From an optimization exercise on the open Yosys and OpenROAD flow, aimed at a short achievable clock period and few clock cycles per item; shortcuts taken in it are not production practice. Only simulation tests tie the RTL to the original design; equivalence was not proved. No activity file was given, so power comes from the tool's default toggle rates.

===== flow/config.mk =====
export PLATFORM = sky130hd
export DESIGN_NAME = ref8_core
export DESIGN_NICKNAME = ref8_core
export VERILOG_FILES = /design/flow/design.v
export SDC_FILE = /design/flow/constraint.sdc
export NUM_CORES = 4
export LEC_CHECK = 0
export ABC_CLOCK_PERIOD_IN_PS = 3000
export CAP_MARGIN = 20
export CELL_PAD_IN_SITES_DETAIL_PLACEMENT = 1
export CELL_PAD_IN_SITES_GLOBAL_PLACEMENT = 2
export CORE_MARGIN = 2
export CORE_UTILIZATION = 25
export PLACE_DENSITY = 0.4
export SETUP_SLACK_MARGIN = 5
export SLEW_MARGIN = 20
export TNS_END_PERCENT = 10

===== flow/constraint.sdc =====
create_clock -name core_clock -period 8.0 [get_ports {clk}]
set_input_delay 1.6000 -clock core_clock [delete_from_list [all_inputs] [get_ports {clk}]]
set_output_delay 1.6000 -clock core_clock [all_outputs]
set_load 0.01 [all_outputs]

===== flow/design.v =====
module ref8_core (
    input  wire        clk,
    input  wire        rst,           
    input  wire        cmd_valid,
    input  wire        cmd_op,        
    output wire        cmd_ready,
    output reg         mem_req,
    output reg         mem_we,
    output reg  [15:0] mem_addr,
    output reg  [7:0]  mem_wdata,
    input  wire        mem_ready,
    input  wire [7:0]  mem_rdata,
    output reg  [1:0]  phase,
    output reg         halted,
    output reg  [1:0]  halt_cause,
    output wire [63:0] cycle_count,
    output reg  [15:0] pc,
    output reg  [15:0] sp,
    output wire [7:0]  flags,
    output wire [7:0]  r0,
    output wire [7:0]  r1,
    output wire [7:0]  r2,
    output wire [7:0]  r3
);
    localparam PH_UNINIT  = 2'd0;
    localparam PH_RESET   = 2'd1;
    localparam PH_RUNNING = 2'd2;
    localparam PH_HALTED  = 2'd3;
    localparam HC_NONE    = 2'd0;
    localparam HC_HALT    = 2'd1;
    localparam HC_ILLEGAL = 2'd2;
    localparam CB = 5;                
    localparam NC = 1 << CB;          
    localparam TW = 16 - CB;          
    localparam LA = 24;               
    integer i;
    reg        rdy;                   
    reg        wlast;                 
    reg        pend;                  
    reg [7:0]  regs [0:3];
    reg        fc, fz, fv, fn;
    reg [7:0]  w0, w1, w2;            
    reg        wv0, wv1, wv2;
    reg [15:0] pq1, pq2, pq3, pq4, pq5;    
    reg [7:0]  cc_lo;
    reg [55:0] cc_hi, cc_hp;
    reg [NC-1:0] cv;
    reg [TW-1:0] ctag [0:NC-1];
    reg [7:0]    cdat [0:NC-1];
    reg        infl_v;
    reg [15:0] infl_a;
    reg        sv;
    reg [15:0] sa0, sa1;
    reg        wq_v;
    reg [15:0] wq_a;
    reg [7:0]  wq_d;
    reg        dp;
    reg [1:0]  dk;                    
    reg [1:0]  dd;                    
    reg [15:0] da, da1;
    reg        dv0, dv1;
    reg [7:0]  dq0, dq1;
    reg [15:0] fp;
    localparam NB = 8;
    reg [NB-1:0] bb_v;
    reg [15:0]   bb_pc [0:NB-1];
    reg [15:0]   bb_tg [0:NB-1];
    reg [7:0]    bb_b0 [0:NB-1];
    reg [7:0]    bb_b1 [0:NB-1];
    reg [7:0]    bb_b2 [0:NB-1];
    reg [2:0]    bb_bv [0:NB-1];
    reg          bp_v;
    reg [2:0]    bp_ix;
    reg [15:0]   bp_pc, bp_tg;
    reg          rm0, rm1, rm2;
    reg          fl_v;
    reg [15:0]   fl_a;
    assign flags = {4'b0000, fn, fv, fz, fc};
    assign cycle_count = {cc_hi, cc_lo};
    wire run = (phase == PH_RUNNING) || (phase == PH_RESET);
    wire ld_byp_q;
    assign cmd_ready = rdy || (wlast && mem_ready) || ld_byp_q;
    wire [7:0] op = w0;
    wire illegal = (op[7:1] == 7'b0001001) || (op[7:2] == 6'b000101) || (op[7:2] == 6'b010111);
    reg [1:0] ilen;
    always @(*) begin
        if (op <= 8'h06)                       ilen = 2'd1;
        else if (op <= 8'h0F)                  ilen = 2'd2;
        else if (op <= 8'h11)                  ilen = 2'd3;
        else if (op <= 8'h17)                  ilen = 2'd1;
        else if (op <= 8'h1F)                  ilen = 2'd3;
        else if (op <= 8'h3F)                  ilen = 2'd2;
        else if (op <= 8'h4F)                  ilen = 2'd1;
        else if (op <= 8'h53)                  ilen = 2'd2;
        else if (op <= 8'h5B)                  ilen = 2'd3;
        else                                   ilen = 2'd1;
    end
    wire is_halt  = (op == 8'h01);
    wire is_ret   = (op == 8'h02);
    wire is_clc   = (op == 8'h03);
    wire is_sec   = (op == 8'h04);
    wire is_pushf = (op == 8'h05);
    wire is_popf  = (op == 8'h06);
    wire is_bra   = (op == 8'h07);
    wire is_bcc   = (op[7:3] == 5'b00001);
    wire is_jmp   = (op == 8'h10);
    wire is_call  = (op == 8'h11);
    wire is_ldx   = (op[7:2] == 6'b000110);
    wire is_stx   = (op[7:2] == 6'b000111);
    wire is_alui  = (op[7:5] == 3'b001);
    wire is_mov   = (op[7:4] == 4'b0100);
    wire is_ldi   = (op[7:2] == 6'b010100);
    wire is_ld    = (op[7:2] == 6'b010101);
    wire is_st    = (op[7:2] == 6'b010110);
    wire is_unary = (op[7:5] == 3'b011) && (op[4:3] != 2'b11);
    wire is_push  = (op[7:2] == 6'b011110);
    wire is_pop   = (op[7:2] == 6'b011111);
    wire is_alur  = op[7];
    wire is_alu   = is_alur || is_alui;
    wire is_write = is_st || is_stx || is_push || is_pushf || is_call;
    wire is_mread = is_ld || is_ldx;               
    wire is_sread = is_pop || is_popf || is_ret;   
    wire ir_ok = wv0 && (illegal || ((ilen == 2'd1) || wv1) && ((ilen != 2'd3) || wv2));
    wire [15:0] abs16 = {w2, w1};
    wire [1:0] rdst = (op[7] || is_mov) ? op[3:2] : op[1:0];
    wire [7:0] rb   = regs[op[1:0]];       
    wire [2:0] alu_op  = op[7] ? op[6:4] : op[4:2];
    wire [7:0] alu_a   = op[7] ? regs[op[3:2]] : regs[op[1:0]];
    wire [7:0] alu_b   = op[7] ? rb : w1;
    wire       a_sub   = alu_op[1] || (alu_op == 3'd7);
    wire       a_usec  = alu_op[0] && !alu_op[2];         
    wire [7:0] b_eff   = a_sub ? ~alu_b : alu_b;
    wire       a_cin   = a_sub ? !(a_usec && fc) : (a_usec && fc);
    wire [8:0] a_sum   = {1'b0, alu_a} + {1'b0, b_eff} + {8'd0, a_cin};
    wire       a_arith = !alu_op[2] || (alu_op == 3'd7);
    reg  [7:0] alu_r;
    reg        alu_c, alu_v;
    always @(*) begin
        alu_c = a_sub ? !a_sum[8] : a_sum[8];
        alu_v = (alu_a[7] == b_eff[7]) && (a_sum[7] != alu_a[7]);
        case (alu_op)
            3'd4: alu_r = alu_a & alu_b;
            3'd5: alu_r = alu_a | alu_b;
            3'd6: alu_r = alu_a ^ alu_b;
            default: alu_r = a_sum[7:0];
        endcase
        if (!a_arith) alu_v = 1'b0;
    end
    wire [7:0] un_a = rb;
    reg  [7:0] un_r;
    reg        un_c, un_v;
    always @(*) begin
        un_r = un_a;
        un_c = fc;
        un_v = 1'b0;
        case (op[4:2])
            3'd0: begin un_r = un_a + 8'd1; un_v = (un_a == 8'h7F); end
            3'd1: begin un_r = un_a - 8'd1; un_v = (un_a == 8'h80); end
            3'd2: begin un_r = {un_a[6:0], 1'b0}; un_c = un_a[7]; end
            3'd3: begin un_r = {1'b0, un_a[7:1]}; un_c = un_a[0]; end
            3'd4: begin un_r = {un_a[6:0], fc};   un_c = un_a[7]; end
            3'd5: begin un_r = {fc, un_a[7:1]};   un_c = un_a[0]; end
            default: ;
        endcase
    end
    reg cond;
    always @(*) begin
        case (op[2:1])
            2'd0: cond = fz;
            2'd1: cond = fc;
            2'd2: cond = fn;
            default: cond = fv;
        endcase
        if (op[0]) cond = ~cond;
    end
    wire [15:0] sx  = {{8{w1[7]}}, w1};
    wire [15:0] bt0 = pq2 + sx;
    wire sel_br = is_bra || (is_bcc && cond);
    wire [2:0] bix = pc[2:0];
    wire b_hit = bb_v[bix] && (bb_pc[bix] == pc);
    wire seq_step = !sel_br && !sel_ab && !is_ret && !illegal && !is_halt;
    wire sel_ab = is_jmp || is_call;
    wire [15:0] sp_m1 = sp - 16'd1;
    wire [15:0] sp_m2 = sp - 16'd2;
    wire [15:0] sp_p1 = sp + 16'd1;
    wire [15:0] idx_addr = abs16 + {8'd0, regs[3]};
    wire [15:0] mr_a = is_ld ? abs16 : idx_addr;
    reg [15:0] npc;
    always @(*) begin
        if (sel_br)                npc = bt0;
        else if (sel_ab)           npc = abs16;
        else if (illegal)          npc = pc;
        else if (ilen == 2'd1)     npc = pq1;
        else if (ilen == 2'd2)     npc = pq2;
        else                       npc = pq3;
    end
    localparam NP = 11;                
    wire [15:0] pa [0:NP-1];
    wire        ph [0:NP-1];
    wire [7:0]  pd [0:NP-1];
    assign pa[0]  = pc;
    assign pa[1]  = pq1;
    assign pa[2]  = pq2;
    assign pa[3]  = pq3;
    assign pa[4]  = pq4;
    assign pa[5]  = pq5;
    assign pa[6]  = pc;
    assign pa[7]  = pc;
    assign pa[8]  = pc;
    assign pa[9]  = sp;
    assign pa[10] = fp;
    genvar g;
    generate
        for (g = 0; g < NP; g = g + 1) begin : rp
            wire [CB-1:0] ix = pa[g][CB-1:0];
            assign ph[g] = cv[ix] && (ctag[ix] == pa[g][15:CB]);
            assign pd[g] = cdat[ix];
        end
    endgenerate
    wire cur_rd = mem_req && !mem_we;
    wire fill_ok = infl_v && !(sv && (infl_a == sa0 || infl_a == sa1));
    wire byp0 = fill_ok && (infl_a == pc);
    wire byp1 = fill_ok && (infl_a == pq1);
    wire byp2 = fill_ok && (infl_a == pq2);
    wire [7:0] f0 = wv0 ? w0 : ph[0] ? pd[0] : mem_rdata;
    wire [7:0] f1 = wv1 ? w1 : ph[1] ? pd[1] : mem_rdata;
    wire [7:0] f2 = wv2 ? w2 : ph[2] ? pd[2] : mem_rdata;
    wire fv0 = wv0 || ph[0] || byp0;
    wire fv1 = wv1 || ph[1] || byp1;
    wire fv2 = wv2 || ph[2] || byp2;
    wire [7:0] g1 = wv1 ? w1 : pd[1];
    wire [7:0] g2 = wv2 ? w2 : pd[2];
    wire gv1 = wv1 || ph[1];
    wire gv2 = wv2 || ph[2];
    wire acc_step  = cmd_ready && cmd_valid && !cmd_op;
    wire acc_reset = cmd_ready && cmd_valid && cmd_op;
    wire go   = (acc_step && run) || pend;
    wire fire = go && ir_ok;
    wire s_hit = ph[9] && !is_ret;
    reg [15:0] w0a;
    reg [7:0]  w0d;
    always @(*) begin
        w0a = sp_m1;
        w0d = rb;
        if (is_st)         w0a = abs16;
        else if (is_stx)   w0a = idx_addr;
        if (is_pushf)      w0d = flags;
        else if (is_call)  w0d = pq3[15:8];
    end
    reg [7:0]  nw0, nw1, nw2;
    reg        nv0, nv1, nv2;
    reg [15:0] na0, na1, na2;
    always @(*) begin
        if (sel_br) begin
            nw0 = bb_b0[bix]; nw1 = bb_b1[bix]; nw2 = bb_b2[bix];
            nv0 = b_hit && bb_bv[bix][0];
            nv1 = b_hit && bb_bv[bix][1];
            nv2 = b_hit && bb_bv[bix][2];
            na0 = pq3;   na1 = pq4;   na2 = pq5;
        end else if (sel_ab) begin
            nw0 = pd[3]; nw1 = pd[4]; nw2 = pd[5];
            nv0 = 1'b0;  nv1 = 1'b0;  nv2 = 1'b0;
            na0 = pq3;   na1 = pq4;   na2 = pq5;
        end else if (ilen == 2'd1) begin
            nw0 = g1;    nw1 = g2;    nw2 = pd[3];
            nv0 = gv1;   nv1 = gv2;   nv2 = ph[3];
            na0 = pq1;   na1 = pq2;   na2 = pq3;
        end else if (ilen == 2'd2) begin
            nw0 = g2;    nw1 = pd[3]; nw2 = pd[4];
            nv0 = gv2;   nv1 = ph[3]; nv2 = ph[4];
            na0 = pq2;   na1 = pq3;   na2 = pq4;
        end else begin
            nw0 = pd[3]; nw1 = pd[4]; nw2 = pd[5];
            nv0 = ph[3]; nv1 = ph[4]; nv2 = ph[5];
            na0 = pq3;   na1 = pq4;   na2 = pq5;
        end
    end
    wire st_hit0 = (na0 == w0a) || (is_call && na0 == sp_m2);
    wire st_hit1 = (na1 == w0a) || (is_call && na1 == sp_m2);
    wire st_hit2 = (na2 == w0a) || (is_call && na2 == sp_m2);
    reg [NB-1:0] bb_kill;
    reg [15:0] dt0, dt1, db0, db1;
    always @(*) begin
        for (i = 0; i < NB; i = i + 1) begin
            dt0 = w0a - bb_tg[i];
            dt1 = sp_m2 - bb_tg[i];
            db0 = w0a - bb_pc[i];
            db1 = sp_m2 - bb_pc[i];
            bb_kill[i] = (dt0 < 16'd3) || (db0 < 16'd2) ||
                         (is_call && ((dt1 < 16'd3) || (db1 < 16'd2)));
        end
    end
    wire [15:0] pt0 = w0a - bp_tg;
    wire [15:0] pt1 = sp_m2 - bp_tg;
    wire [15:0] pb0 = w0a - bp_pc;
    wire [15:0] pb1 = sp_m2 - bp_pc;
    wire bp_kill = is_write && ((pt0 < 16'd3) || (pb0 < 16'd2) ||
                   (is_call && ((pt1 < 16'd3) || (pb1 < 16'd2))));
    wire reg_we = (is_alu && alu_op != 3'd7) || is_unary || is_mov || is_ldi || (is_pop && ph[9]);
    reg [7:0] reg_wv;
    always @(*) begin
        if (is_alu)         reg_wv = alu_r;
        else if (is_unary)  reg_wv = un_r;
        else if (is_mov)    reg_wv = rb;
        else if (is_ldi)    reg_wv = w1;
        else                reg_wv = pd[9];
    end
    wire dm0 = fill_ok && (infl_a == da);
    wire dm1 = fill_ok && (infl_a == da1);
    wire [7:0] dbyte0 = dv0 ? dq0 : mem_rdata;
    wire [7:0] dbyte1 = dv1 ? dq1 : mem_rdata;
    wire d_done = dp && (dv0 || dm0) && (dv1 || dm1);
    wire ld_arr = dp && (dk == 2'd0) && dm0;
    wire rd_b   = is_alur || is_unary || is_mov || is_st || is_stx || is_push;
    wire [1:0] a_idx = op[7] ? op[3:2] : op[1:0];
    wire ld_dep = (rd_b && op[1:0] == dd) || (is_alu && a_idx == dd) ||
                  ((is_ldx || is_stx) && dd == 2'd3);
    wire ld_byp = ld_arr && ir_ok && !ld_dep;
    assign ld_byp_q = ld_byp;
    assign r0 = (ld_arr && dd == 2'd0) ? mem_rdata : regs[0];
    assign r1 = (ld_arr && dd == 2'd1) ? mem_rdata : regs[1];
    assign r2 = (ld_arr && dd == 2'd2) ? mem_rdata : regs[2];
    assign r3 = (ld_arr && dd == 2'd3) ? mem_rdata : regs[3];
    wire [15:0] d_pc = {dbyte1, dbyte0};
    wire d_need0 = dp && !dv0 && !((infl_v && infl_a == (da)) || (cur_rd && mem_addr == (da)));
    wire d_need1 = dp && !dv1 && !((infl_v && infl_a == (da1)) || (cur_rd && mem_addr == (da1)));
    wire dm_req  = d_need0 || d_need1;
    wire [15:0] dm_addr = d_need0 ? da : da1;
    wire need1 = wv0 && !illegal && (ilen != 2'd1);
    wire need2 = wv0 && !illegal && (ilen == 2'd3);
    wire im0 = !wv0 && rm0 && !(((infl_v && infl_a == (pc)) || (cur_rd && mem_addr == (pc))) || (fl_v && fl_a == (pc)));
    wire im1 = need1 && !wv1 && rm1 && !(((infl_v && infl_a == (pq1)) || (cur_rd && mem_addr == (pq1))) || (fl_v && fl_a == (pq1)));
    wire im2 = need2 && !wv2 && rm2 && !(((infl_v && infl_a == (pq2)) || (cur_rd && mem_addr == (pq2))) || (fl_v && fl_a == (pq2)));
    wire ir_dem = !(dk == 2'd2 && dp) && (im0 || im1 || im2);
    wire [15:0] ir_dem_addr = im0 ? pc : im1 ? pq1 : pq2;
    wire [15:0] ahead = fp - pc;
    wire pf_win = (ahead < LA);
    wire pf_req = pf_win && !((infl_v && infl_a == (fp)) || (cur_rd && mem_addr == (fp)));
    wire bus_busy = (fire && (is_mread || is_sread || is_write)) || (mem_req && !mem_ready) ||
                    (mem_req && mem_we && wq_v) || dm_req || ir_dem;
    wire pf_go = pf_req && !bus_busy;
    always @(posedge clk) begin
        if (rst) begin
            rdy <= 1'b1;
            wlast <= 1'b0;
            pend <= 1'b0;
            phase <= PH_UNINIT;
            halted <= 1'b0;
            halt_cause <= HC_NONE;
            cc_lo <= 8'd0;
            cc_hi <= 56'd0;
            cc_hp <= 56'd1;
            pc <= 16'd0;
            pq1 <= 16'd1;
            pq2 <= 16'd2;
            pq3 <= 16'd3;
            pq4 <= 16'd4;
            pq5 <= 16'd5;
            sp <= 16'd0;
            {fn, fv, fz, fc} <= 4'd0;
            for (i = 0; i < 4; i = i + 1) regs[i] <= 8'd0;
            mem_req <= 1'b0;
            mem_we <= 1'b0;
            mem_addr <= 16'd0;
            mem_wdata <= 8'd0;
            wv0 <= 1'b0; wv1 <= 1'b0; wv2 <= 1'b0;
            cv <= {NC{1'b0}};
            infl_v <= 1'b0;
            sv <= 1'b0;
            wq_v <= 1'b0;
            dp <= 1'b0;
            fp <= 16'd0;
            bb_v <= {NB{1'b0}};
            bp_v <= 1'b0;
            rm0 <= 1'b0; rm1 <= 1'b0; rm2 <= 1'b0;
            fl_v <= 1'b0;
        end else begin
            fl_v <= fill_ok;
            fl_a <= infl_a;
            infl_v <= mem_req && mem_ready && !mem_we;
            infl_a <= mem_addr;
            sv <= 1'b0;
            if (fire && (is_mread || is_sread)) begin
                mem_req <= 1'b1;
                mem_we <= 1'b0;
                mem_addr <= is_mread ? mr_a : sp;
            end else if (fire && is_write) begin
                mem_req <= 1'b1;
                mem_we <= 1'b1;
                mem_addr <= w0a;
                mem_wdata <= w0d;
                wq_v <= is_call;
                wq_a <= sp_m2;
                wq_d <= pq3[7:0];
                sv <= 1'b1;
                sa0 <= w0a;
                sa1 <= is_call ? sp_m2 : w0a;
            end else if (mem_req && mem_we && !mem_ready) begin
            end else if (mem_req && mem_we && wq_v) begin
                mem_addr <= wq_a;
                mem_wdata <= wq_d;
                wq_v <= 1'b0;
            end else if (dm_req) begin
                mem_req <= 1'b1;
                mem_we <= 1'b0;
                mem_addr <= dm_addr;
            end else if (ir_dem) begin
                mem_req <= 1'b1;
                mem_we <= 1'b0;
                mem_addr <= ir_dem_addr;
            end else if (mem_req && !mem_we && !mem_ready) begin
            end else if (pf_go) begin
                mem_req <= 1'b1;
                mem_we <= 1'b0;
                mem_addr <= fp;
            end else begin
                mem_req <= 1'b0;
                mem_we <= 1'b0;
            end
            if (!pf_win)
                fp <= pc;
            else if (!pf_req || pf_go)
                fp <= fp + 16'd1;
            if (mem_req && mem_we && mem_ready && !wq_v) begin
                rdy <= 1'b1;
                wlast <= 1'b0;
            end
            if (mem_req && mem_we && mem_ready && wq_v)
                wlast <= 1'b1;
            cc_hp <= cc_hi + 56'd1;
            if (fill_ok) begin
                cv[infl_a[CB-1:0]] <= 1'b1;
                ctag[infl_a[CB-1:0]] <= infl_a[15:CB];
                cdat[infl_a[CB-1:0]] <= mem_rdata;
            end
            if (dp) begin
                if (dm0) begin dv0 <= 1'b1; dq0 <= mem_rdata; end
                if (dm1) begin dv1 <= 1'b1; dq1 <= mem_rdata; end
                if (d_done) begin
                    dp <= 1'b0;
                    rdy <= 1'b1;
                    case (dk)
                        2'd0: regs[dd] <= dbyte0;
                        2'd1: {fn, fv, fz, fc} <= dbyte0[3:0];
                        default: begin
                            pc <= d_pc;
                            pq1 <= d_pc + 16'd1;
                            pq2 <= d_pc + 16'd2;
                            pq3 <= d_pc + 16'd3;
                            pq4 <= d_pc + 16'd4;
                            pq5 <= d_pc + 16'd5;
                        end
                    endcase
                end
            end
            if (!fire) begin
                if (!wv0) begin wv0 <= fv0; w0 <= f0; end
                if (!wv1) begin wv1 <= fv1; w1 <= f1; end
                if (!wv2) begin wv2 <= fv2; w2 <= f2; end
                rm0 <= !fv0; rm1 <= !fv1; rm2 <= !fv2;
                if (d_done && dk == 2'd2) begin
                    wv0 <= 1'b0; wv1 <= 1'b0; wv2 <= 1'b0;
                    rm0 <= 1'b0; rm1 <= 1'b0; rm2 <= 1'b0;
                end
            end
            if (acc_reset) begin
                phase <= PH_RESET;
                halted <= 1'b0;
                halt_cause <= HC_NONE;
                cc_lo <= 8'd0;
                cc_hi <= 56'd0;
                pc <= 16'd0;
                pq1 <= 16'd1;
                pq2 <= 16'd2;
                pq3 <= 16'd3;
                pq4 <= 16'd4;
                pq5 <= 16'd5;
                sp <= 16'd0;
                {fn, fv, fz, fc} <= 4'd0;
                for (i = 0; i < 4; i = i + 1) regs[i] <= 8'd0;
                wv0 <= 1'b0; wv1 <= 1'b0; wv2 <= 1'b0;
                rm0 <= 1'b0; rm1 <= 1'b0; rm2 <= 1'b0;
                bp_v <= 1'b0;
            end else if (go && !ir_ok) begin
                pend <= 1'b1;
                rdy <= 1'b0;
            end else if (fire) begin
                pend <= 1'b0;
                rdy <= 1'b1;
                cc_lo <= cc_lo + 8'd1;
                if (cc_lo == 8'hFF) cc_hi <= cc_hp;
                phase <= PH_RUNNING;
                pc <= npc;
                pq1 <= npc + 16'd1;
                pq2 <= npc + 16'd2;
                pq3 <= npc + 16'd3;
                pq4 <= npc + 16'd4;
                pq5 <= npc + 16'd5;
                w0 <= nw0; w1 <= nw1; w2 <= nw2;
                wv0 <= nv0; wv1 <= nv1; wv2 <= nv2;
                rm0 <= !nv0 && seq_step;
                rm1 <= !nv1 && seq_step;
                rm2 <= !nv2 && seq_step;
                if (is_write) bb_v <= bb_v & ~bb_kill;
                if (bp_v) begin
                    bb_v[bp_ix] <= !bp_kill;
                    bb_pc[bp_ix] <= bp_pc;
                    bb_tg[bp_ix] <= bp_tg;
                    bb_b0[bp_ix] <= w0;
                    bb_b1[bp_ix] <= w1;
                    bb_b2[bp_ix] <= w2;
                    bb_bv[bp_ix] <= {wv2, wv1, wv0};
                end
                bp_v <= sel_br && !b_hit;
                bp_ix <= bix;
                bp_pc <= pc;
                bp_tg <= bt0;
                if (illegal) begin
                    halted <= 1'b1;
                    halt_cause <= HC_ILLEGAL;
                    phase <= PH_HALTED;
                end
                if (is_halt) begin
                    halted <= 1'b1;
                    halt_cause <= HC_HALT;
                    phase <= PH_HALTED;
                end
                if (reg_we) regs[rdst] <= reg_wv;
                if (is_clc) fc <= 1'b0;
                if (is_sec) fc <= 1'b1;
                if (is_alu) begin
                    if (alu_op[2:1] != 2'b10 && alu_op != 3'd6) fc <= alu_c;
                    fv <= alu_v;
                    fz <= (alu_r == 8'd0);
                    fn <= alu_r[7];
                end
                if (is_unary) begin
                    fc <= un_c;
                    fv <= un_v;
                    fz <= (un_r == 8'd0);
                    fn <= un_r[7];
                end
                if (is_popf && ph[9]) {fn, fv, fz, fc} <= pd[9][3:0];
                if (is_push || is_pushf) sp <= sp_m1;
                if (is_call)             sp <= sp_m2;
                if (is_pop || is_popf)   sp <= sp_p1;
                if (is_ret)              sp <= sp + 16'd2;
                if (is_ret) begin
                    wv0 <= 1'b0; wv1 <= 1'b0; wv2 <= 1'b0;
                end
                if (illegal || is_halt) begin
                    wv0 <= 1'b0; wv1 <= 1'b0; wv2 <= 1'b0;
                end
                dk <= is_ret ? 2'd2 : is_popf ? 2'd1 : 2'd0;
                dd <= op[1:0];
                da <= is_mread ? mr_a : sp;
                da1 <= sp_p1;
                dv0 <= is_sread && ph[9];
                dq0 <= pd[9];
                dv1 <= !is_ret;
                if (is_mread || (is_sread && !s_hit)) begin
                    dp <= 1'b1;
                    rdy <= 1'b0;
                end
                if (is_write) begin
                    rdy <= 1'b0;
                    wlast <= !is_call;
                    if (st_hit0) begin wv0 <= 1'b0; rm0 <= 1'b0; end
                    if (st_hit1) begin wv1 <= 1'b0; rm1 <= 1'b0; end
                    if (st_hit2) begin wv2 <= 1'b0; rm2 <= 1'b0; end
                    cv[w0a[CB-1:0]] <= 1'b1;
                    ctag[w0a[CB-1:0]] <= w0a[15:CB];
                    cdat[w0a[CB-1:0]] <= w0d;
                    if (is_call) begin
                        cv[sp_m2[CB-1:0]] <= 1'b1;
                        ctag[sp_m2[CB-1:0]] <= sp_m2[15:CB];
                        cdat[sp_m2[CB-1:0]] <= pq3[7:0];
                    end
                end
            end
        end
    end
endmodule

===== flow/run.sh =====
#!/bin/bash
# synth_recipe.tcl (not shown) runs the flow's synth.tcl, then flattens the netlist and writes it again
# the make line also repeats each setting of config.mk as NAME=value (left out here)
make -C /OpenROAD-flow-scripts/flow DESIGN_CONFIG=/design/flow/config.mk WORK_HOME=/design/flow/orfs CLKGATE_MAP_FILE= SYNTH_SCRIPT=/design/flow/synth_recipe.tcl finish

==> impl_metrics.yaml, run 1 <==
run_status:
  status: "complete, no violations"
timing:
  slew_headroom: 0.1365
  tns_ns: 0
  period_minus_slack_ns: 5.720
  report.final.slew_viol_count: 0
  worst_hold_slack_ns: 0.4321
  fin_skew_ns: 0.1443
  period_share: 0.7150
  clock.fmax_ghz: 0.1748
  setup_violations: 0
  rsz0062_at_grt: "yes"
  hold_viol_final: 0
  worstMarginPinSlew_ns: 1.293
  setup_ws_ns: 2.280
layout:
  utilization: 0.3231
  final_cells: 24780
  post_route_cells_drive_above_1_share: 0.2935
  design_area_mm2: 0.1984
  nNetsFinal: 17080
  syn_to_final_growth_pct: 28.95
floorplanning:
  dieArea_mm2: 0.6217
  die_y_um: 788.5
  start_util: 0.2506
  die_w_um: 788.5
  num_rows: 288
  core-area_mm2: 0.6140
  ioPinCount: 181
drt:
  first_pass_iters: 6
  drc: 0
  vias: 157000
  first_iter_violations: 20710
  drt-total-wl_mm: 1226
  routed_via_density: 6.335
  avgRoutedWirePerCell_um: 49.49
  ant_nets: 0
yosys:
  syn_area_mm2: 0.1539
  synthTopCellsByCount: "nand2_1 (1483), mux4_2 (1371), edfxtp_1 (1310)"
  synth.top_cell.area_share: 0.2557
  async_flop_share: 0
  synth-seq-cells: 1657
  synth_area_leader_cell: "edfxtp_1"
  synth_xor_area_frac: 0.05366
  yosys.area_share.simple: 0.1258
  synth.most_common_cell: "nand2_1"
  synthAdderAreaFrac: 0.05665
  muxShareOfSynthArea: 0.2617
  synth.distinct_cells: 118
  synth_top_family_by_area: "multiplexers"
  synth-edff-count: 1310
  yosysWarnings: 1
  synth_compound_area_frac: 0.1528
  syn_inst: 15490
  synth-main-ff-cell: "edfxtp_1"
  avgSynthCellArea_um2: 9.935
  synth-seq-area-share: 0.3008
  synth_area_leaders: "edfxtp_1 (26%), mux4_2 (20%), ha_1 (5.1%), mux2i_1 (5.1%), dfxtp_1 (4.5%)"
global_routing:
  grt_pass1_vias: 147100
  gr-total-overflow: 0
  gr-usage-all-layers: 0.3661
  grt_max_degree: 98
  grt_pass1_wl_mm: 1526
  antenna_found_initial: 190
clock_network:
  cts_hold_buf: 0
  clockBufferDepth: 4
  clkTransAtPathRegs_ns: 0.07
  cts_buffers: 233
  cts_sinks: 1657
  cts_root_buffer: "clkbuf_16"
  clock_latency_ns: 1.11
  cts_tree: "yes"
  htreeDepth: 4
place:
  dp.cells: 23300
  placement.io_buffers: 176
  dpl_worst_slack_ns: 0.7268
  place_congestion: 0.9551
  place_hpwl_mm: 831.9
  post_dp_cell_area_mm2: 0.1690
setup_path:
  crit_arrival_ns: 6.62
  crit_required_ns: 8.90
  cp-start-kind: "flip-flop"
  cp-end-kind: "flip-flop"
  crit_type: "flip-flop to flip-flop"
  path_max_fanout: 11
power:
  p_per_area_mw_per_mm2: 132.5
  p_leak_nw: 69.70
  power_mw: 26.28
  ir_drop_v: 0.0002042
min_path:
  min_path_type: "flip-flop to flip-flop"
run:
  drv_cap: 0
placed cells by master, fill, tap and decap left out, drive strengths merged, types with 134 or more instances in the layout:
master	count
a211oi	252
a21oi	1133
buf	1706
clkbuf	340
dfxtp	347
edfxtp	1310
ha	631
inv	609
mux2	139
mux2i	782
mux4	1371
nand2	1487
nand3	253
nand4	149
nor2	1273
nor2b	148
nor3	270
nor4	157
o21a	134
o21ai	1028
o22ai	204
xnor2	641
xor2	299
final cells by class:
class	instances	area (um^2)
fillers	67430	415600
clock buffers	281	6205
multi-input cells	11950	108100
inverters	632	2824
repair buffers	1920	22410
diodes	62	155.1
flip-flops and latches	1657	46450
clock inverters	158	2112
repair inverters	1	8.758
well taps	8120	10160
state kept, by name, summed over array words and instances (netlist names), 24 cells and up, named ones only:
register  flops
bb_b0        64
ctag        352
cdat        256
bb_tg       128
regs         32
cv           32
cc_hi        56
bb_b2        64
bb_bv        24
bb_pc       128
cc_hp        56
bb_b1        64
routing by layer:
layer | GRT usage | routed length (um) | vias up | share of wire
met5 | 0.0005340 | 763 | - | 0.00062
met4 | 0.1974 | 87100 | 56 | 0.071
met1 | 0.4940 | 508800 | 83400 | 0.41
met3 | 0.09661 | 122000 | 2502 | 0.10
li1 | - | - | 61200 | -
met2 | 0.5325 | 507700 | 9841 | 0.41
critical path, cell delays in order (launching register included):
cell,delay (ns)
dfxtp_1,0.46
nor2_1,0.43
nand3_4,0.21
or3_1,0.40
xor2_2,0.20
buf_12,0.20
inv_12,0.08
ha_1,0.28
inv_1,0.12
o221ai_1,0.15
a2111oi_2,0.37
o2111ai_1,0.20
a2111oi_1,0.41
o221ai_1,0.23
a2111oi_2,0.43
nand4_1,0.70
o221a_2,0.38
o211a_1,0.20
cells by family after synthesis:
family | count (synthesis)
muxes | 2292
xor gates and xnor gates | 941
other | 1
adders and majority gates | 672
DFF | 1657
buffers and inverters | 1899
AOI/OAI and AO/OA | 3781
and+or+nand+nor | 4244
report_power, final:
part           switching (mW)  internal [mW]
combinational            3.06           1.74
sequential              0.154           9.40
clock                    5.05           6.87
total                    8.27           18.0
path summary, 6_finish.rpt:
kind | start | endpoint | cells after the start | slack [ns]
min | cc_hp[35] | cc_hi[35] | 2 | 0.43
max | sp[5] | bb_v[2] | 17 | 2.28
max reg2reg | sp[5] | bb_v[2] | 17 | 2.28
min reg2reg | cc_hp[35] | cc_hi[35] | 2 | 0.43
timing repair:
action,in CTS,in global routing
setup endpoints to repair,2468,2465
resized for setup,823,1479
setup buffers,378,498
pin swaps,119,327
hold endpoints to repair,0,0
cloned,32,72
Testbench counts, summed over its fixed seeds: cycles 126,926, steps 96,000.
==> inputs of run 2 (changes only) <==
--- a/flow/design.v
+++ b/flow/design.v
@@ -30,5 +30,5 @@
     localparam HC_HALT    = 2'd1;
     localparam HC_ILLEGAL = 2'd2;
-    localparam CB = 5;                
+    localparam CB = 6;                
     localparam NC = 1 << CB;          
     localparam TW = 16 - CB;          
--- a/flow/config.mk
+++ b/flow/config.mk
@@ -12,4 +12,5 @@
 export CORE_MARGIN = 2
 export CORE_UTILIZATION = 25
+export MIN_ROUTING_LAYER = met2
 export PLACE_DENSITY = 0.4
 export SETUP_SLACK_MARGIN = 5
==> run 2 against run 1 <==
Effect of this change: the flow now stops in global routing (5_1_grt); synthesized cell count grew 34%; synthesized area grew 40%.
==> impl_metrics.yaml, run 2 <==
clock_network:
  htreeDepth: 5
  cts_root_buffer: "clkbuf_16"
  cts_sinks: 2234
  cts_hold_buf: 0
  clockBufferDepth: 4
  cts_buffers: 335
yosys:
  synthTopCellsByCount: "mux4_2 (2477), nor2_1 (2254), a21oi_1 (1944)"
  synth_area_leaders: "mux4_2 (26%), edfxtp_1 (26%), mux2i_1 (5.5%), a21oi_1 (4.5%), nor2_1 (3.9%)"
  synth.top_cell.area_share: 0.2584
  synth-edff-count: 1854
  yosysWarnings: 1
  synth.most_common_cell: "mux4_2"
  async_flop_share: 0
  synth-seq-area-share: 0.2931
  syn_area_mm2: 0.2159
  syn_inst: 20800
  synth.distinct_cells: 113
  synth-seq-cells: 2234
  avgSynthCellArea_um2: 10.38
  synth-main-ff-cell: "edfxtp_1"
  synth_area_leader_cell: "mux4_2"
run_status:
  status: "stopped before the end"
  toolErrorMsg: "[ERROR GRT-0232] Routing congestion too high. Check the congestion heatmap in the GUI."
  lastStage: "global routing (5_1_grt)"
floorplanning:
  ioPinCount: 181
  die_y_um: 933.4
  start_util: 0.2507
  die_w_um: 933.4
  num_rows: 341
place:
  placement.io_buffers: 176
  place_hpwl_mm: 1288
  place_congestion: 1.226
  dp.cells: 31660
global_routing:
  gr-total-overflow: 9
  grt_max_degree: 97
  gr-usage-all-layers: 0.6850
==> run 2: cell count changes after synthesis, sizes merged, moves of 83 or more <==
| cell | before | now |
|---|---|---|
| a21oi | 1133 | 1944 |
| a22oi | 77 | 238 |
| buf | 366 | 720 |
| clkbuf | 901 | 1296 |
| edfxtp | 1310 | 1854 |
| mux2i | 782 | 1184 |
| mux4 | 1371 | 2477 |
| nand2 | 1485 | 1380 |
| nand4 | 149 | 232 |
| nor2 | 1272 | 2262 |
==> run 2: how the worst max path moves through the flow <==
stage / start / endpoint / slack, ns / cells past startpoint
after floorplan: sp[1] / bb_v[3] / 1.93 / 19
after global placement: w0[2] / ctag[14][4] / 0.30 / 15
after detailed placement: w0[6] / ctag[14][4] / 0.32 / 14
after CTS: pq2[0] / w2[2] / 2.36 / 14
==> run 2: power by group through the flow <==
stage	logic [mW]	clock network, mW	registers [mW]
after CTS	3.91	16.2	12.9
after detailed placement	3.67	0	13.2
after global placement	3.65	0	13.2
after floorplan	2.10	0	13.0
==> run 2: layer usage <==
metal / GRT overflow / global-route usage
met1: - / -
met2: 0 / 0.7054
met3: 7 / 0.7857
met4: 2 / 0.4945
met5: 0 / 0.6090
==> run 2: cell families after synthesis <==
family	count (synthesis)	synth area share
AO/OA/AOI/OAI	5061	0.1444
XOR/XNOR	953	0.03866
adder cells (fa/ha/maj)	668	0.04013
buffers and inverters	2590	0.04841
flip-flops	2234	0.2931
multiplexers	3772	0.3190
other	1	0.00001737
AND/OR/NAND/NOR	5518	0.1162
==> run 2: what timing repair did <==
| item | in CTS |
|---|---|
| pin swaps | 145 |
| setup buffers | 298 |
| endpoints found under the setup margin | 3566 |
| resized for setup | 946 |
| gates cloned | 32 |
==> run 2: stage by stage <==
step / instance area (um^2) / setup slack (ns) / utilization
4_1_cts: 254700 / 2.362 / 0.2957
3_5_place_dp: 236500 / 0.3181 / 0.2746
3_3_place_gp: 236300 / 0.3030 / 0.2743
2_1_floorplan: 216200 / 1.932 / -
Testbench counts of run 2, summed over its fixed seeds: cycles 120,606, steps 96,000.
==> inputs of run 3 (changes only) <==
--- a/flow/design.v
+++ b/flow/design.v
@@ -178,5 +178,5 @@
     wire sel_br = is_bra || (is_bcc && cond);
     wire [2:0] bix = pc[2:0];
-    wire b_hit = bb_v[bix] && (bb_pc[bix] == pc);
+    wire b_hit = bb_v[bix] && (bb_pc[bix] == pc) && !sv;
     wire seq_step = !sel_br && !sel_ab && !is_ret && !illegal && !is_halt;
     wire sel_ab = is_jmp || is_call;
@@ -283,18 +283,12 @@
     always @(*) begin
         for (i = 0; i < NB; i = i + 1) begin
-            dt0 = w0a - bb_tg[i];
-            dt1 = sp_m2 - bb_tg[i];
-            db0 = w0a - bb_pc[i];
-            db1 = sp_m2 - bb_pc[i];
-            bb_kill[i] = (dt0 < 16'd3) || (db0 < 16'd2) ||
-                         (is_call && ((dt1 < 16'd3) || (db1 < 16'd2)));
+            dt0 = sa0 - bb_tg[i];
+            dt1 = sa1 - bb_tg[i];
+            db0 = sa0 - bb_pc[i];
+            db1 = sa1 - bb_pc[i];
+            bb_kill[i] = sv && ((dt0 < 16'd3) || (db0 < 16'd2) ||
+                                (dt1 < 16'd3) || (db1 < 16'd2));
         end
     end
-    wire [15:0] pt0 = w0a - bp_tg;
-    wire [15:0] pt1 = sp_m2 - bp_tg;
-    wire [15:0] pb0 = w0a - bp_pc;
-    wire [15:0] pb1 = sp_m2 - bp_pc;
-    wire bp_kill = is_write && ((pt0 < 16'd3) || (pb0 < 16'd2) ||
-                   (is_call && ((pt1 < 16'd3) || (pb1 < 16'd2))));
     wire reg_we = (is_alu && alu_op != 3'd7) || is_unary || is_mov || is_ldi || (is_pop && ph[9]);
     reg [7:0] reg_wv;
@@ -378,4 +372,5 @@
             fl_v <= fill_ok;
             fl_a <= infl_a;
+            bb_v <= bb_v & ~bb_kill;
             infl_v <= mem_req && mem_ready && !mem_we;
             infl_a <= mem_addr;
@@ -502,7 +497,6 @@
                 rm1 <= !nv1 && seq_step;
                 rm2 <= !nv2 && seq_step;
-                if (is_write) bb_v <= bb_v & ~bb_kill;
                 if (bp_v) begin
-                    bb_v[bp_ix] <= !bp_kill;
+                    bb_v[bp_ix] <= 1'b1;
                     bb_pc[bp_ix] <= bp_pc;
                     bb_tg[bp_ix] <= bp_tg;
--- a/flow/config.mk
+++ b/flow/config.mk
@@ -12,5 +12,4 @@
 export CORE_MARGIN = 2
 export CORE_UTILIZATION = 25
-export MIN_ROUTING_LAYER = met2
 export PLACE_DENSITY = 0.4
 export SETUP_SLACK_MARGIN = 5
==> run 3 against run 2 <==
Effect of this change: the run now finishes clean; synthesized area fell by 2.3%; synthesized cell count is 3.1% lower.
==> impl_metrics.yaml, run 3 <==
global_routing:
  antenna_found_initial: 232
  grt_pass1_wl_mm: 2133
  gr-total-overflow: 0
  gr-usage-all-layers: 0.3791
  grt_pass1_vias: 194900
  grt_max_degree: 114
setup_path:
  r2r-end: "w0[6]"
  crit_type: "flip-flop to primary output"
  cpMostUsedCell: "buf_6"
  cp-end-kind: "primary output"
  path_depth: 15
  path_max_fanout: 8
  critPathCapture: "r3[4]"
  path_buf_inv: 7
  critPathMaxStageDelay_ns: 0.52
  crit_family: "buffers and inverters"
  crit_arrival_ns: 3.98
  cp_cell_sequence: "buf_6 -> buf_12 -> xnor2_4 -> nand4_1 -> nor4_4 -> o21ai_4 -> buf_12 -> and2_4 -> nand2_8 -> buf_6 -> nor2_4 -> buf_8 -> buf_6 -> mux2_2 -> buf_6"
  cp-start-kind: "flip-flop"
  crit_required_ns: 6.40
  r2r_slack_ns: 2.61
  worstReg2RegStart: "pc[1]"
  critPathLaunch: "infl_a[6]"
  cpMaxStageDelayCell: "edfxtp_1"
  r2r_cells: 9
layout:
  design_area_mm2: 0.2627
  nFillCells: 91840
  post_route_cells_drive_above_1_share: 0.3026
  seq_area_mm2: 0.06348
  syn_to_final_growth_pct: 24.56
  utilization: 0.3123
  nNetsFinal: 21500
  most-common-layout-cells: "mux4_2 (2485), nor2_1 (2194), a21oi_1 (1913)"
  largest_register_ff_count: 640
  multi_input_area_mm2: 0.1442
  layout_commonest_cell: "mux4_2"
place:
  placement.io_buffers: 176
  place_congestion: 0.9831
  place_hpwl_mm: 1192
  post_dp_cell_area_mm2: 0.2295
yosys:
  synth-seq-area-share: 0.3001
  avgSynthCellArea_um2: 10.47
  synth_area_leaders: "mux4_2 (27%), edfxtp_1 (26%), a21oi_1 (4.7%), mux2i_1 (4.6%), nor2_1 (4.1%)"
  synth-edff-count: 1854
  synth-seq-cells: 2234
  async_flop_share: 0
  synth.most_common_cell: "mux4_2"
  yosysWarnings: 1
  synth-main-ff-cell: "edfxtp_1"
  synth.top_cell.area_share: 0.2651
  syn_inst: 20150
  synth.distinct_cells: 107
  syn_area_mm2: 0.2109
  synth_area_leader_cell: "mux4_2"
  synthTopCellsByCount: "mux4_2 (2482), nor2_1 (2277), a21oi_1 (1975)"
drt:
  routed_via_density: 6.422
  first_pass_iters: 9
  vias: 208600
  first_iter_violations: 27140
  drt-total-wl_mm: 1739
  avgRoutedWirePerCell_um: 53.55
  drc: 0
  ant_nets: 0
timing:
  report.final.slew_viol_count: 0
  clock.fmax_ghz: 0.1793
  rsz0062_at_grt: "yes"
  worst_hold_slack_ns: 0.4327
  hold_viol_final: 0
  setup_violations: 0
  slew_headroom: 0.04029
  period_share: 0.6971
  period_minus_slack_ns: 5.577
  worstMarginPinSlew_ns: 1.440
  fin_skew_ns: 0.08299
  tns_ns: 0
power:
  p_leak_nw: 90.94
  ir_drop_v: 0.0001807
  p_per_area_mw_per_mm2: 132.6
clock_network:
  cts_hold_buf: 0
  cts_tree: "yes"
  clkTransAtPathRegs_ns: 0.06
  htreeDepth: 5
  clock_latency_ns: 1.12
  cts_buffers: 337
  cts_root_buffer: "clkbuf_16"
  clockBufferDepth: 4
  cts_sinks: 2234
floorplanning:
  core-area_mm2: 0.8412
  num_rows: 337
  die_y_um: 922.4
  die_w_um: 922.4
  start_util: 0.2507
  dieArea_mm2: 0.8509
  ioPinCount: 181
run:
  drv_cap: 0
run_status:
  status: "complete, no violations"
min_path:
  min_path_type: "flip-flop to flip-flop"
## run 3: cell count changes after synthesis, sizes merged, moves of 41 or more
| cell | previous run | this run |
|---|---|---|
| o21a | 134 | 80 |
| nand3 | 307 | 367 |
| clkbuf | 1296 | 1255 |
| o22ai | 249 | 192 |
| a31oi | 115 | 222 |
| a21o | 104 | 146 |
| a22oi | 238 | 187 |
| nor2b | 197 | 126 |
| nand4 | 232 | 137 |
| ha | 627 | 569 |
| a211oi | 265 | 205 |
| o211ai | 125 | 196 |
| mux2i | 1184 | 961 |
## run 3: how the worst min path moves through the flow
| stage | from | slack [ns] | endpoint | cells after the start |
|---|---|---|---|---|
| global placement | cc_hp[6] | 0.42 | cc_hi[6] | 2 |
| floorplan | pq3[0] | 0.40 | wq_d[0] | 0 |
| finish | cc_hp[7] | 0.43 | cc_hi[7] | 2 |
| detailed placement | cc_hp[7] | 0.43 | cc_hi[7] | 2 |
| global route | cc_hp[17] | 0.45 | cc_hi[17] | 2 |
| CTS | cc_hp[7] | 0.44 | cc_hi[7] | 2 |
## run 3: repair_timing
item,4_1_cts,5_1_grt
buffers inserted,360,529
resized for setup,877,1398
pin swaps,93,267
setup endpoints to repair,3566,3561
cloned,73,120
hold endpoints to repair,0,0
## run 3: worst min-delay path: cells and delay by family, from the launching register on
family,cells,cell delay (ns)
flip-flops,1,0.29
AND/OR/NAND/NOR,1,0.05
AO/OA/AOI/OAI,1,0.05
## run 3: area by class of cell
| cell class | instances | share of cell area |
|---|---|---|
| well taps | 11190 | 0.05329 |
| diodes | 140 | 0.001334 |
| repair buffers | 2337 | 0.1037 |
| multi-input cells | 15420 | 0.5491 |
| clock inverters | 185 | 0.008221 |
| clock buffers | 421 | 0.03405 |
| flip-flops and latches | 2234 | 0.2416 |
| inverters | 558 | 0.008579 |
## run 3: stage by stage
step	setup WS, ns	power [mW]	instances
floorplan	3.065	15.90	20150
global placement	0.8555	18.09	30630
detailed placement	1.249	18.13	30650
CTS	2.268	34.72	31690
global route	2.365	35.64	32380
finish	2.423	34.84	32480
## run 3: cell families (layout without fill, tap and decap cells)
family | Yosys count | in the layout | share of synthesized area
other | 1 | 144 | 0.00001778
buffers and inverters | 2528 | 3501 | 0.04968
DFF | 2234 | 2234 | 0.3001
adders and majority gates | 606 | 606 | 0.03727
AOI/OAI and AO/OA | 4931 | 4934 | 0.1422
xor gates and xnor gates | 1020 | 1020 | 0.04236
muxes | 3548 | 3548 | 0.3173
and+or+nand+nor | 5279 | 5303 | 0.1111
## run 3: layer usage
layer	GRT usage	part of all wire
met5	0.0008979	0.00067
met4	0.2340	0.088
met3	0.09960	0.092
met2	0.5998	0.45
met1	0.4610	0.37
## run 3: where the power goes
part           total [mW]  internal [mW]  switching (mW)
clock                16.0           9.06            6.95
sequential           13.0           12.8           0.182
combinational        5.87           1.94            3.93
Testbench counts of run 3, summed over its fixed seeds: cycles 121,312, steps 96,000.

-- port drivers added, routing unchanged --
In the flow no input, the clock included, has a driving cell. The finished layouts below were timed again as built, in two steps.
Step 1 sets driving cells, clkbuf_16 on the clock port and buf_2 on the other inputs (assumed; they add their load-dependent delay and slew).
Step 2 times the ports against the registers' clock, not the clock port: input delays grow and output delays shrink by t, the midpoint of the rising clock arrivals with the driver on.
Slacks: ideal ports / drivers / drivers and shift; pairs: ideal ports / drivers.
| run | t, ns | setup slack, ns | hold WS [ns] | worst setup path after step 2 |
|---|---|---|---|---|
| run 1 | 1.157 | 2.280 / 2.147 / 1.964 | 0.432 / 0.432 / 0.432 | input to register |
| run 3 | 1.217 | 2.423 / 2.276 / 1.715 | 0.433 / 0.433 / 0.433 | input to register |
After both steps setup and hold are still met in every run listed. The setup slack of run 3, which loses most, moves by -0.147 ns with the drivers and by -0.708 ns with both steps.
